From an optimization exercise on the open Yosys and OpenROAD flow, aimed at small area; shortcuts taken in it are not production practice. In this exercise RTL edits were held to simulation tests only and were not proved equivalent to the original. Power and IR drop assume default switching activity.

`flow/run.sh`:
```
#!/bin/bash
# synth_recipe.tcl (not shown) runs the flow's synth.tcl, then flattens the netlist and writes it again
# the make line also repeats each setting of config.mk as NAME=value (left out here)
make -C /OpenROAD-flow-scripts/flow DESIGN_CONFIG=/design/flow/config.mk WORK_HOME=/design/flow/orfs CLKGATE_MAP_FILE= SYNTH_SCRIPT=/design/flow/synth_recipe.tcl finish
```
`flow/config.mk`:
```
export PLATFORM = sky130hd
export DESIGN_NAME = led_matrix
export DESIGN_NICKNAME = led_matrix
export VERILOG_FILES = /design/flow/design.v
export SDC_FILE = /design/flow/constraint.sdc
export NUM_CORES = 4
export LEC_CHECK = 0
export CAP_MARGIN = 20
export CORE_MARGIN = 2
export CORE_UTILIZATION = 40
export SLEW_MARGIN = 20
```
`flow/constraint.sdc`:
```
create_clock -name core_clock -period 10.0 [get_ports {clk}]
set_input_delay 2.0000 -clock core_clock [delete_from_list [all_inputs] [get_ports {clk}]]
set_output_delay 2.0000 -clock core_clock [all_outputs]
set_load 0.01 [all_outputs]
```
`flow/design.v`:
```
module led_index (
    input  wire [2:0] row,
    input  wire [2:0] col,
    output wire [4:0] idx
);
    wire [4:0] row5   = {2'b00, row} * 5'd5;
    wire [4:0] col_eff = row[0] ? (5'd4 - {2'b00, col}) : {2'b00, col};
    assign idx = 5'd24 - (row5 + col_eff);
endmodule
module led_glyph_rom (
    input  wire [3:0]  id,
    output reg  [24:0] bitmap
);
    always @(*) begin
        case (id)
            4'd0:    bitmap = 25'h04255C4;   
            4'd1:    bitmap = 25'h011531E;   
            4'd2:    bitmap = 25'h0447D04;   
            4'd3:    bitmap = 25'h1EC5041;   
            4'd4:    bitmap = 25'h0475484;   
            4'd5:    bitmap = 25'h0F19510;   
            4'd6:    bitmap = 25'h0417C44;   
            4'd7:    bitmap = 25'h104146F;   
            4'd8:    bitmap = 25'h118FE2E;   
            4'd9:    bitmap = 25'h0F8BE2F;   
            4'd10:   bitmap = 25'h1E0843E;   
            default: bitmap = 25'h0000000;   
        endcase
    end
endmodule
module led_matrix #(
    parameter integer T_GAP = 256    
) (
    input  wire        clk,
    input  wire        rst,          
    input  wire [31:0] cmd_data,
    input  wire        cmd_valid,
    output wire        cmd_ready,
    input  wire [1:0]  ra,
    output reg  [31:0] rd_data,
    output wire [7:0]  tx_data,
    output wire        tx_valid,
    input  wire        tx_ready
);
    localparam [2:0] OP_MAP   = 3'b001;
    localparam [2:0] OP_SETPX = 3'b010;
    localparam [2:0] OP_FLUSH = 3'b011;
    localparam [2:0] OP_CLEAR = 3'b100;
    localparam [2:0] OP_DRAW  = 3'b101;
    localparam [2:0] F_ILLEGAL  = 3'd1;
    localparam [2:0] F_RESERVED = 3'd2;
    localparam [2:0] F_COORD    = 3'd3;
    localparam [2:0] F_INDEX    = 3'd4;
    localparam [2:0] F_GLYPH    = 3'd5;
    localparam [8:0]  GAP_LAST  = T_GAP - 1;
    localparam [23:0] ON_COLOR  = 24'h0000FF;    
    localparam [23:0] OFF_COLOR = 24'h000000;
    reg [23:0] pb [0:24];         
    reg        busy;              
    reg        fault;
    reg [2:0]  fcode;
    reg [4:0]  last_idx;
    reg [31:0] fault_cmd;
    reg        gap_pending;
    reg [8:0]  gap_cnt;
    reg [4:0]  tx_pix;            
    reg [1:0]  tx_ch;             
    wire [2:0] op    = cmd_data[31:29];
    wire [2:0] row   = cmd_data[5:3];
    wire [2:0] col   = cmd_data[2:0];
    wire [4:0] idx   = cmd_data[28:24];
    wire [3:0] glyph = cmd_data[3:0];
    reg        dec_fault;
    reg [2:0]  dec_fcode;
    always @(*) begin
        dec_fault = 1'b0;
        dec_fcode = 3'd0;
        case (op)
            OP_MAP: begin
                if (cmd_data[28:6] != 23'd0) begin
                    dec_fault = 1'b1; dec_fcode = F_RESERVED;
                end else if (row > 3'd4 || col > 3'd4) begin
                    dec_fault = 1'b1; dec_fcode = F_COORD;
                end
            end
            OP_SETPX: begin
                if (idx > 5'd24) begin
                    dec_fault = 1'b1; dec_fcode = F_INDEX;
                end
            end
            OP_FLUSH, OP_CLEAR: begin
                if (cmd_data[28:0] != 29'd0) begin
                    dec_fault = 1'b1; dec_fcode = F_RESERVED;
                end
            end
            OP_DRAW: begin
                if (cmd_data[28:4] != 25'd0) begin
                    dec_fault = 1'b1; dec_fcode = F_RESERVED;
                end else if (glyph > 4'd10) begin
                    dec_fault = 1'b1; dec_fcode = F_GLYPH;
                end
            end
            default: begin
                dec_fault = 1'b1; dec_fcode = F_ILLEGAL;
            end
        endcase
    end
    wire [4:0] map_idx;
    led_index u_map_index (.row(row), .col(col), .idx(map_idx));
    wire [24:0] glyph_bits;
    led_glyph_rom u_rom (.id(glyph), .bitmap(glyph_bits));
    wire [23:0] glyph_px [0:24];
    genvar gr, gc;
    generate
        for (gr = 0; gr < 5; gr = gr + 1) begin : g_row
            for (gc = 0; gc < 5; gc = gc + 1) begin : g_col
                localparam integer CELL_IDX = (gr % 2 == 0) ? 24 - (5*gr + gc)
                                                            : 24 - (5*gr + (4 - gc));
                assign glyph_px[CELL_IDX] = glyph_bits[5*gr + gc] ? ON_COLOR : OFF_COLOR;
            end
        end
    endgenerate
    assign cmd_ready = !rst && !busy && !fault;
    wire   cmd_fire  = cmd_valid && cmd_ready;
    wire   cmd_ok    = cmd_fire && !dec_fault;
    assign tx_valid  = busy && !gap_pending;
    wire   tx_fire   = tx_valid && tx_ready;
    wire   tx_last   = (tx_pix == 5'd24) && (tx_ch == 2'd2);
    wire [23:0] tx_px = pb[tx_pix];
    assign tx_data = (tx_ch == 2'd0) ? tx_px[23:16] :
                     (tx_ch == 2'd1) ? tx_px[15:8]  :
                                       tx_px[7:0];
    integer i;
    always @(posedge clk) begin
        if (rst) begin
            for (i = 0; i < 25; i = i + 1)
                pb[i] <= OFF_COLOR;
        end else if (cmd_ok) begin
            case (op)
                OP_SETPX: pb[idx] <= cmd_data[23:0];
                OP_CLEAR: for (i = 0; i < 25; i = i + 1) pb[i] <= OFF_COLOR;
                OP_DRAW:  for (i = 0; i < 25; i = i + 1) pb[i] <= glyph_px[i];
                default: ;
            endcase
        end
    end
    always @(posedge clk) begin
        if (rst) begin
            busy        <= 1'b0;
            fault       <= 1'b0;
            fcode       <= 3'd0;
            last_idx    <= 5'd0;
            fault_cmd   <= 32'd0;
            gap_pending <= 1'b1;
            gap_cnt     <= 9'd0;
            tx_pix      <= 5'd0;
            tx_ch       <= 2'd0;
        end else begin
            if (gap_pending) begin
                if (gap_cnt == GAP_LAST)
                    gap_pending <= 1'b0;
                gap_cnt <= gap_cnt + 9'd1;
            end
            if (cmd_fire) begin
                if (dec_fault) begin
                    fault     <= 1'b1;
                    fcode     <= dec_fcode;
                    fault_cmd <= cmd_data;
                end else begin
                    case (op)
                        OP_MAP:                     last_idx <= map_idx;
                        OP_FLUSH, OP_CLEAR, OP_DRAW: busy    <= 1'b1;
                        default: ;
                    endcase
                end
            end
            if (tx_fire) begin
                if (tx_last) begin
                    busy        <= 1'b0;
                    gap_pending <= 1'b1;
                    gap_cnt     <= 9'd0;
                    tx_pix      <= 5'd0;
                    tx_ch       <= 2'd0;
                end else if (tx_ch == 2'd2) begin
                    tx_ch  <= 2'd0;
                    tx_pix <= tx_pix + 5'd1;
                end else begin
                    tx_ch  <= tx_ch + 2'd1;
                end
            end
        end
    end
    always @(*) begin
        case (ra)
            2'd0:    rd_data = {27'd0, fcode, fault, busy};
            2'd1:    rd_data = {27'd0, last_idx};
            2'd2:    rd_data = fault_cmd;
            default: rd_data = 32'd0;
        endcase
    end
endmodule
```
==> out/qor.json <==
{
  "finish.cell_count_without_fillers": {"value": 4066},
  "min_period_over_period": {"value": 70.0, "unit": "%"},
  "post_cts_sizing": {"value": 0},
  "comb_power_share": {"value": 5.3, "unit": "%"},
  "arrival": {"value": 5.00, "unit": "ns"},
  "power_leakage": {"value": 0.0145, "unit": "uW"},
  "largest_area_contributor_in_the_netlist": {"value": "edfxtp_1"},
  "asr_flop_ratio_synth": {"value": 0, "unit": "%"},
  "floorplan.initialDensity": {"value": 40.5, "unit": "%"},
  "run_status": {"value": "finished clean"},
  "area_growth": {"value": 15.5, "unit": "%"},
  "synth_sequential_area_ratio": {"value": 65.4, "unit": "%"},
  "endpoint_class_of_the_critical_path": {"value": "output pin"},
  "clkSinkCount": {"value": 832},
  "floorplan.die_area": {"value": 95600, "unit": "um2"},
  "clkPwrFrac": {"value": 42.1, "unit": "%"},
  "number_of_flip_flops_and_latches_in_the_synthesized_netlist": {"value": 832},
  "clk_path_buf_depth": {"value": 3},
  "placedCellCount": {"value": 3904},
  "timing.rr.end": {"value": "pb[12][10]$_SDFFCE_PN0P_"},
  "die_x": {"value": 309, "unit": "um"},
  "synth_top_cells_by_area": {"value": "edfxtp_1, mux4_2, dfxtp_1"},
  "drt-total-wl": {"value": 113000, "unit": "um"},
  "yosys_most_used_dff": {"value": "edfxtp_1"},
  "max_freq": {"value": 0.143, "unit": "GHz"},
  "critical_path_buf_inv_count": {"value": 4},
  "regToRegSetupSlack": {"value": 6.20, "unit": "ns"},
  "internal-power": {"value": 5910, "unit": "uW"},
  "cts-buffers-inserted": {"value": 88},
  "rsz0062_at_grt": {"value": "no"},
  "grt_remaining_overflow": {"value": 0},
  "cp_cell_sequence": {"value": "buf_12 > buf_4 > mux4_2 > mux2i_1 > a22o_1 > o311ai_1 > buf_4 > clkdlybuf4s50_1"},
  "clockRootBuffer": {"value": "clkbuf_16"},
  "wl_per_cell": {"value": 27.7, "unit": "um"},
  "grt_max_degree": {"value": 86},
  "powerDensity": {"value": 177, "unit": "nW/um2"},
  "setup_tns": {"value": 0, "unit": "ns"},
  "share_of_layout_cells_above_drive_strength_1": {"value": 19.1, "unit": "%"},
  "tightest_slew": {"value": 1.18, "unit": "ns"},
  "drv.max_cap_violation_count": {"value": 0},
  "grt_first_pass_wirelength": {"value": 164000, "unit": "um"},
  "setup_violating_endpoint_count_in_the_final_report": {"value": 0},
  "most_common_library_cell_in_the_layout_ignoring_fill_and_taps": {"value": "edfxtp_1"},
  "firstDrtPassIters": {"value": 5},
  "netlist_area": {"value": 37200, "unit": "um2"},
  "clock_insertion_delay_worst_skew": {"value": 0.66, "unit": "ns"},
  "yosysUniqueCellTypes": {"value": 77},
  "dpl.hpwl": {"value": 71400, "unit": "um"},
  "clkTransAtPathRegs": {"value": 0.06, "unit": "ns"},
  "min_delay_worst_endpoint": {"value": "last_idx[2]$_SDFFE_PP0P_"},
  "hp-class": {"value": "reg2reg"},
  "worst-r2r-cell-count": {"value": 7},
  "route.vias.total": {"value": 23800},
  "route.detailed.vias_per_inst": {"value": 5.86},
  "synth-edff-count": {"value": 768},
  "avgSynthCellArea": {"value": 14.6, "unit": "um2"},
  "post_cts_hold_buffer_count": {"value": 0},
  "min-delay-start": {"value": "last_idx[2]$_SDFFE_PP0P_"},
  "cts_post_setup_buffers_inserted": {"value": 0},
  "largest_incremental_delay_on_the_critical_path": {"value": 0.80, "unit": "ns"},
  "io_buffers": {"value": 79},
  "routabilityCongestion": {"value": 0.893},
  "timing.hold.worst_path_depth": {"value": 2},
  "path_delay_family": {"value": "buffers and inverters"},
  "postRouteAntennaNets": {"value": 0},
  "core": {"value": 91900, "unit": "um2"},
  "crit-reg2reg-launch": {"value": "busy$_SDFF_PP0_"},
  "final_period_minus_worst_setup_slack": {"value": 7.00, "unit": "ns"},
  "grt_antenna_before_repair": {"value": 0},
  "tritoncts": {"value": "done"},
  "worstPathMaxFanout": {"value": 67},
  "gr-usage-all-layers": {"value": 23.7, "unit": "%"},
  "std_cell_rows": {"value": 111},
  "num-nets-final": {"value": 2814},
  "most-common-layout-cells": {"value": "edfxtp_1, nor2_1, mux4_2, o21ai_0, conb_1"},
  "ctsHtreeMaxLevel": {"value": 3},
  "maxSlewViolCount": {"value": 0},
  "finalHoldViolations": {"value": 0},
  "timing.max_slew.rel_slack": {"value": 20.2, "unit": "%"},
  "dr.first_iter.drc_count": {"value": 3261},
  "remaining_drc_errors": {"value": 0},
  "grt_pass1_vias": {"value": 23800},
  "die_height": {"value": 309, "unit": "um"},
  "power.switching": {"value": 1690, "unit": "uW"},
  "startpoint_type": {"value": "flop"},
  "boundary_pins": {"value": 80},
  "synth.top_cell.area_share": {"value": 61.9, "unit": "%"},
  "post_synth_inst_count": {"value": 2551},
  "cp.required": {"value": 8.00, "unit": "ns"},
  "crit_slowest_cell": {"value": "dfxtp_4"},
  "antenna_cells_inserted": {"value": 0},
  "seq_power_share": {"value": 52.7, "unit": "%"},
  "maximum_resistive_drop_on_vdd": {"value": 147, "unit": "uV"},
  "path_common_cell": {"value": "buf_4"},
  "synthesis.yosys.warnings": {"value": 2},
  "worstSetupPathType": {"value": "reg2out"},
  "clock_tree_skew_after_final_layout": {"value": 0.0233, "unit": "ns"},
  "swShare": {"value": 22.3, "unit": "%"}
}
-- per-stage QoR --
step | area (um2) | utilization, % | worst slack (ns) | hold WS (ns) | total power (uW)
2_1_floorplan | 37900 | - | 4.17 | 0.432 | 4270
3_3_place_gp | 40100 | 43.7 | 2.99 | 0.450 | 4450
3_5_place_dp | 40100 | 43.7 | 2.91 | 0.450 | 4470
4_1_cts | 42900 | 46.7 | 2.65 | 0.457 | 7630
5_1_grt | 43000 | 46.8 | 2.56 | 0.469 | 7810
6_report | 43000 | 46.8 | 3.00 | 0.456 | 7610
-- worst max path at each step --
stage	to	slack, ns	start	depth (start not counted)
after floorplan	pb[1][0]$_DFFE_PP_	4.17	cmd_data[1]	11
after global placement	pb[10][8]$_SDFFCE_PN0P_	2.99	cmd_data[1]	13
after detailed placement	pb[11][10]$_SDFFCE_PN0P_	2.91	cmd_data[1]	13
after CTS	tx_data[1]	2.65	flop	8
after global routing	tx_data[1]	2.56	flop	8
final	tx_data[1]	3.00	flop	8
-- worst reg2reg max path: stages (launching register included) --
cell and delay [ns]:
dfxtp_1 0.41, nor3_2 0.19, nand2_1 0.07, buf_4 0.25, nor4_4 0.35, buf_4 0.26, and3_1 0.85, nand2b_2 1.00
-- power groups by stage --
stage | clock [uW] | combinational [uW] | sequential (uW)
finish | 3200 | 402 | 4000
global route | 3370 | 424 | 4020
CTS | 3230 | 391 | 4010
detailed placement | 0 | 389 | 4080
global placement | 0 | 382 | 4070
floorplan | 0 | 208 | 4060
-- state kept, by name, summed over array words and instances (netlist names), named ones only --
signal	count
fault	1
tx_ch	2
busy	1
fcode	3
tx_pix	5
fault_cmd	32
pb	768
gap_pending	1
last_idx	5
gap_cnt	9
-- logic make-up after synthesis --
group	share of synthesized area, %
AOI/OAI and AO/OA	7.16
DFF	65.4
buffers and inverters	2.73
muxes	13.2
and+or+nand+nor	10.5
adders and majority gates	0.746
xor gates and xnor gates	0.306
other	0.0101
-- synth_stat cells (all sizes together), types with 12 or more instances --
cell      n
edfxtp  768
o221ai   12
clkbuf  128
mux2i    37
ha       19
mux4    194
o22ai    13
a21o     34
inv      12
a21oi    68
a22oi    25
nand2   124
nand3    62
o21ai   217
nand2b   20
nor2    333
a31o     24
mux2     15
nor3     19
nor2b    15
dfxtp    64
buf      86
and2    144
-- layout make-up --
cell class	instances	area, um2
Clock inverter	43	379
Tap cell	1243	1560
Sequential cell	832	24400
Timing Repair Buffer	161	1500
Fill cell	8121	48900
Multi-Input combinational cell	1659	12800
Clock buffer	115	2390
Inverter	13	48.8
-- per-layer routing --
metal	global-route usage (%)	up-vias	share of wire [%]
met2	38.2	1349	48
li1	-	9984	-
met4	8.79	0	3.8
met3	5.21	229	9.5
met1	31.7	12300	39
met5	0	-	0

==> separate check: timing with driven ports <==
The flow's constraints put no driver on any port. The routed layout listed below was extracted and timed again, unchanged, in two steps. Step 1 sets driving cells, clkbuf_16 on the clock port and buf_2 on the other inputs (assumed; they add their load-dependent delay and slew). Step 2 also shifts input and output timing later by t, the mid clock arrival at the registers, as if the neighbouring blocks saw the same clock. Slacks: no drivers / after step 1 / after step 2; pairs: no drivers / after step 1.
t (ns): 0.716
setup slack, ns: 3.000 / 2.932 / 2.970
hold slack, ns: 0.456 / 0.456 / 0.456
worst setup path at the end: input to register
After both steps setup and hold are still met in this run. The setup slack of this run moves by -0.068 ns with the drivers and by -0.030 ns with both steps.
